What follows belongs to an exercise in optimizing a design on an open flow for small area, a short achievable clock period and few clock cycles per item; a production flow would make more cautious choices.
In this exercise RTL edits were held to simulation tests only and were not proved equivalent to the original.
Power figures rest on the tool's default switching activity, not on a simulated workload.

// babe_cls
module babe_cls (
    input  wire        clk,
    input  wire        rst,
    input  wire        start,
    input  wire [7:0]  reg_w,        
    input  wire [7:0]  reg_h,        
    input  wire [15:0] maxgrad,
    output wire        busy,
    input  wire        pix_valid,
    input  wire [7:0]  pix_r,
    input  wire [7:0]  pix_g,
    input  wire [7:0]  pix_b,
    output wire        pix_ready,
    output reg  [1:0]  res_kind,     
    output reg  [7:0]  res_a1,
    output reg  [7:0]  res_a2,
    output reg  [2:0]  res_step,
    output wire [7:0]  avg_r,
    output wire [7:0]  avg_g,
    output wire [7:0]  avg_b
);
export LEC_CHECK = 0
export CAP_MARGIN = 20
export CORE_MARGIN = 2
export CORE_UTILIZATION = 40
export CTS_CLUSTER_DIAMETER = 100
export CTS_CLUSTER_SIZE = 40
export PLACE_DENSITY = 0.6
export SLEW_MARGIN = 20
create_clock -name core_clock -period 11.0 [get_ports {clk}]
standard.sh (not shown) runs the stock make flow with config.mk's settings and CLKGATE_MAP_FILE= SYNTH_SCRIPT=/design/flow/synth_recipe.tcl, a recipe that flattens the netlist after the stock synthesis.
==> flow/flow/run.sh <==
#!/bin/bash
set -euo pipefail
bash standard.sh "BUFFER_PORTS_ARGS=-buffer_cell sky130_fd_sc_hd__buf_2" \
    "CTS_ARGS=-sink_clustering_enable -repair_clock_nets -sink_clustering_size 40 -sink_clustering_max_diameter 100 -distance_between_buffers 1000 -branching_point_buffers_distance 1000" \
    SETUP_SLACK_MARGIN=7.5 finish > std_flow.log 2>&1
Testbench counts at the start, summed over its fixed seeds: cycles 80,123, regions 1,280.
Change:
==> flow/flow/run.sh (replaced) <==
#!/bin/bash
set -euo pipefail
bash standard.sh "BUFFER_PORTS_ARGS=-buffer_cell sky130_fd_sc_hd__buf_2" \
    SETUP_SLACK_MARGIN=7.5 finish > std_flow.log 2>&1
The changed run completed with no timing, DRC or antenna violations.
Non-clock buffer count does not change.
Cell count does not change.
Design area is unchanged.
Routed wire length stays the same.
Clock-buffer cell count does not change.
Utilization stays the same.
Fmax does not change.
Clock skew is unchanged.
Sequential power hardly moves.
Area after synthesis stays the same.


## JK
Another version of the RTL of babe_cls (not shown whole).
Size in the first run: about 2200 cells after synthesis, roughly 110 I/O pins.
==> flow/config.mk <==
export PLATFORM = sky130hd
export DESIGN_NAME = babe_cls
export DESIGN_NICKNAME = babe_cls
export VERILOG_FILES = /design/flow/design.v
export SDC_FILE = /design/flow/constraint.sdc
export NUM_CORES = 4
export LEC_CHECK = 0
export CAP_MARGIN = 20
export CORE_MARGIN = 2
export CORE_UTILIZATION = 40
export PLACE_DENSITY = 0.6
export SLEW_MARGIN = 20
==> flow/constraint.sdc <==
create_clock -name core_clock -period 11.0 [get_ports {clk}]
set_input_delay 2.2000 -clock core_clock [delete_from_list [all_inputs] [get_ports {clk}]]
set_output_delay 2.2000 -clock core_clock [all_outputs]
set_load 0.01 [all_outputs]
==> flow/flow/run.sh <==
#!/bin/bash
set -euo pipefail
bash standard.sh SETUP_SLACK_MARGIN=8.0 finish > std_flow.log 2>&1
Testbench counts of JK, summed over its fixed seeds: cycles 80,123, regions 1,280.
Here is what was changed in the inputs of MS compared with JK.
==> flow/run.sh (new file) <==
#!/bin/bash
# synth_recipe.tcl (not shown) runs the flow's synth.tcl, then flattens the netlist and writes it again
# the make line also repeats each setting of config.mk as NAME=value (left out here)
make -C /OpenROAD-flow-scripts/flow DESIGN_CONFIG=/design/flow/config.mk WORK_HOME=/design/flow/orfs CLKGATE_MAP_FILE= SYNTH_SCRIPT=/design/flow/synth_recipe.tcl finish
removed: flow/flow/run.sh
removed: flow/standard.sh
--- outcome ---
- Between MS and JK, it is MS whose utilization is lower, by 3.3 points.
- Worst IR drop on VDD for MS: 0.0017 mV down relative to JK
- Re count of buffers not belonging to the clock network in the layout: MS and JK aren't equal, and the higher value belongs to JK.
- Delta (MS minus JK): endpoint arrival time on the critical path rose 590 ps, shortest clock period the worst path allows after layout rose 600 ps.
[inputs] AL vs MS
==> flow/flow/run.sh (new file) <==
#!/bin/bash
set -euo pipefail
bash standard.sh SETUP_SLACK_MARGIN=8.4 finish > std_flow.log 2>&1
==> flow/standard.sh (new file) <==
#!/bin/bash
# synth_recipe.tcl (not shown) runs the flow's synth.tcl, then flattens the netlist and writes it again
# the make line also repeats each setting of config.mk as NAME=value (left out here)
make -C /OpenROAD-flow-scripts/flow DESIGN_CONFIG=/design/flow/config.mk WORK_HOME=/design/flow/orfs CLKGATE_MAP_FILE= SYNTH_SCRIPT=/design/flow/synth_recipe.tcl "${@:-finish}"
removed: flow/run.sh
==> comparison <==
Across AL and MS, the outcome is the same: a clean finish for every run. AL: highest clock frequency the design can meet higher than MS. Taking AL as 1.0, MS lands at 0.873 on post-route cell area. Detailed route, AL vs MS: via total higher for AL. Between AL and MS, the number of violations of the max-capacitance limit figures differ only marginally. The lower count of cells resized by post-cts repair of AL and MS is in MS. Compared with MS, AL shows a core utilization that is 6.6 points higher. Comparing worst stage delay on the critical path for AL and MS, the smaller number came from AL. Compared to MS, the router laid down more metal wire for AL. The source-to-sink clock delay at the later pin of the worst-skew pair was comparable across AL and MS. Going from MS to AL, switching share of total power moved up; via count of the first global-routing pass moved up.


Another version of the RTL of babe_cls (not shown whole).
Size in the first run: ~2,200 cells after synthesis, ~310 flip-flops, roughly 110 I/O pins.
clock: 11.0 ns
lec_check: 0
cap_margin: 20
core_margin: 2
core_utilization: 40
cts_cluster_diameter: 100
cts_cluster_size: 30
place_density: 0.6
slew_margin: 20
==> flow/flow/run.sh <==
#!/bin/bash
set -euo pipefail
bash standard.sh "BUFFER_PORTS_ARGS=-buffer_cell sky130_fd_sc_hd__buf_2" \
    "CTS_ARGS=-sink_clustering_enable -repair_clock_nets -sink_clustering_size 30 -sink_clustering_max_diameter 100 -sink_clustering_levels 1" \
    SETUP_SLACK_MARGIN=7.5 finish > std_flow.log 2>&1
The starting point completed without violations.
Testbench counts at the start, summed over its fixed seeds: cycles 80,123, regions 1,280.
Change:
==> flow/flow/run.sh (replaced) <==
#!/bin/bash
set -euo pipefail
bash standard.sh "BUFFER_PORTS_ARGS=-buffer_cell sky130_fd_sc_hd__buf_1" \
    SETUP_SLACK_MARGIN=7.5 finish > std_flow.log 2>&1
--- a/flow/config.mk
+++ b/flow/config.mk
@@ -10 +10 @@
-export CORE_UTILIZATION = 40
+export CORE_UTILIZATION = 50
@@ -12,2 +12,2 @@
-export CTS_CLUSTER_SIZE = 30
-export PLACE_DENSITY = 0.6
+export CTS_CLUSTER_SIZE = 25
+export PLACE_DENSITY = 0.65
Effect: The changed run finished clean; worst setup slack is better by 0.036 ns; global-route usage rose by 3.7 points; clock skew barely changes; final area shrinks by 2.5%; routed wire length goes down by 3.2%; clock power is lower by 22%; critical path depth does not change; first-iteration DRC count came out lower by 0.40%; hold slack barely changes; sequential power barely changes.
Change:
==> flow/flow/run.sh (replaced) <==
#!/bin/bash
set -euo pipefail
bash standard.sh "BUFFER_PORTS_ARGS=-buffer_cell sky130_fd_sc_hd__buf_2" \
    SETUP_SLACK_MARGIN=7.5 finish > std_flow.log 2>&1
--- a/flow/config.mk
+++ b/flow/config.mk
@@ -10 +10 @@
-export CORE_UTILIZATION = 50
+export CORE_UTILIZATION = 40
@@ -12,2 +12,2 @@
-export CTS_CLUSTER_SIZE = 25
-export PLACE_DENSITY = 0.65
+export CTS_CLUSTER_SIZE = 30
+export PLACE_DENSITY = 0.6
After rerunning: The new run completed with no timing, DRC or antenna violations; critical path depth stays the same; synthesized cell count is unchanged; non-clock buffer count increases by 1; routed wire length goes up by about 3.3%; sequential cell count is unchanged.
Change:
==> flow/flow/run.sh (replaced) <==
#!/bin/bash
set -euo pipefail
bash standard.sh "BUFFER_PORTS_ARGS=-buffer_cell sky130_fd_sc_hd__buf_1" \
    SETUP_SLACK_MARGIN=7.5 finish > std_flow.log 2>&1
--- a/flow/config.mk
+++ b/flow/config.mk
@@ -10 +10 @@
-export CORE_UTILIZATION = 40
+export CORE_UTILIZATION = 60
@@ -12,2 +12,2 @@
-export CTS_CLUSTER_SIZE = 30
-export PLACE_DENSITY = 0.6
+export CTS_CLUSTER_SIZE = 25
+export PLACE_DENSITY = 0.72
Non-clock buffer count falls by 5.
Register-to-register slack got worse by 0.08 ns.
Routed wire length shrinks by 6.5%.
Maximum frequency stays flat.
Sequential share of layout area went up by 1.3 points.
Via count drops by about 1%.
Sequential cell count is unchanged.
Worst hold slack hardly moves.
Sequential power barely changes.
Setup slack is better by 0.0041 ns.
Count of clock-buffer cells in the layout increases by 4.

what the ideal ports hide:
No port has a modelled driver above. Below, the same layouts with a new extraction and two added sets of constraints.
Step 1 (the two cells are an assumption about what drives the block):
set clk [get_ports {clk}]
set_driving_cell -lib_cell sky130_fd_sc_hd__clkbuf_16 $clk
set_driving_cell -lib_cell sky130_fd_sc_hd__buf_2 [delete_from_list [all_inputs] $clk]
Step 2 also shifts input and output timing later by t, the mid clock arrival at the registers, as if the neighbouring blocks saw the same clock.
Slacks: ideal / step 1 / step 2; pairs: ideal / step 1.
run	t (ns)	slack for setup (ns)	slew at the worst register clock pin (ns)
the first run of note 1	0.597	7.544 / 7.488 / 7.602	0.12 / 0.12
the second run of note 1	0.597	7.544 / 7.488 / 7.602	0.12 / 0.12
JK	0.615	7.544 / 7.494 / 7.452	0.06 / 0.06
MS	0.605	6.945 / 6.892 / 7.301	0.06 / 0.06
AL	0.621	7.574 / 7.512 / 7.643	0.07 / 0.07
the first run of note 3	0.619	7.551 / 7.491 / 7.431	0.11 / 0.11
the second run of note 3	0.601	7.587 / 7.529 / 7.432	0.12 / 0.12
the third run of note 3	0.619	7.551 / 7.491 / 7.431	0.11 / 0.11
the fourth run of note 3	0.576	7.555 / 7.544 / 7.476	0.11 / 0.11
After both steps setup and hold are still met in every run listed. For the second run of note 3, which loses most, drivers alone change the setup slack by -0.058 ns; drivers and shift together by -0.155 ns.
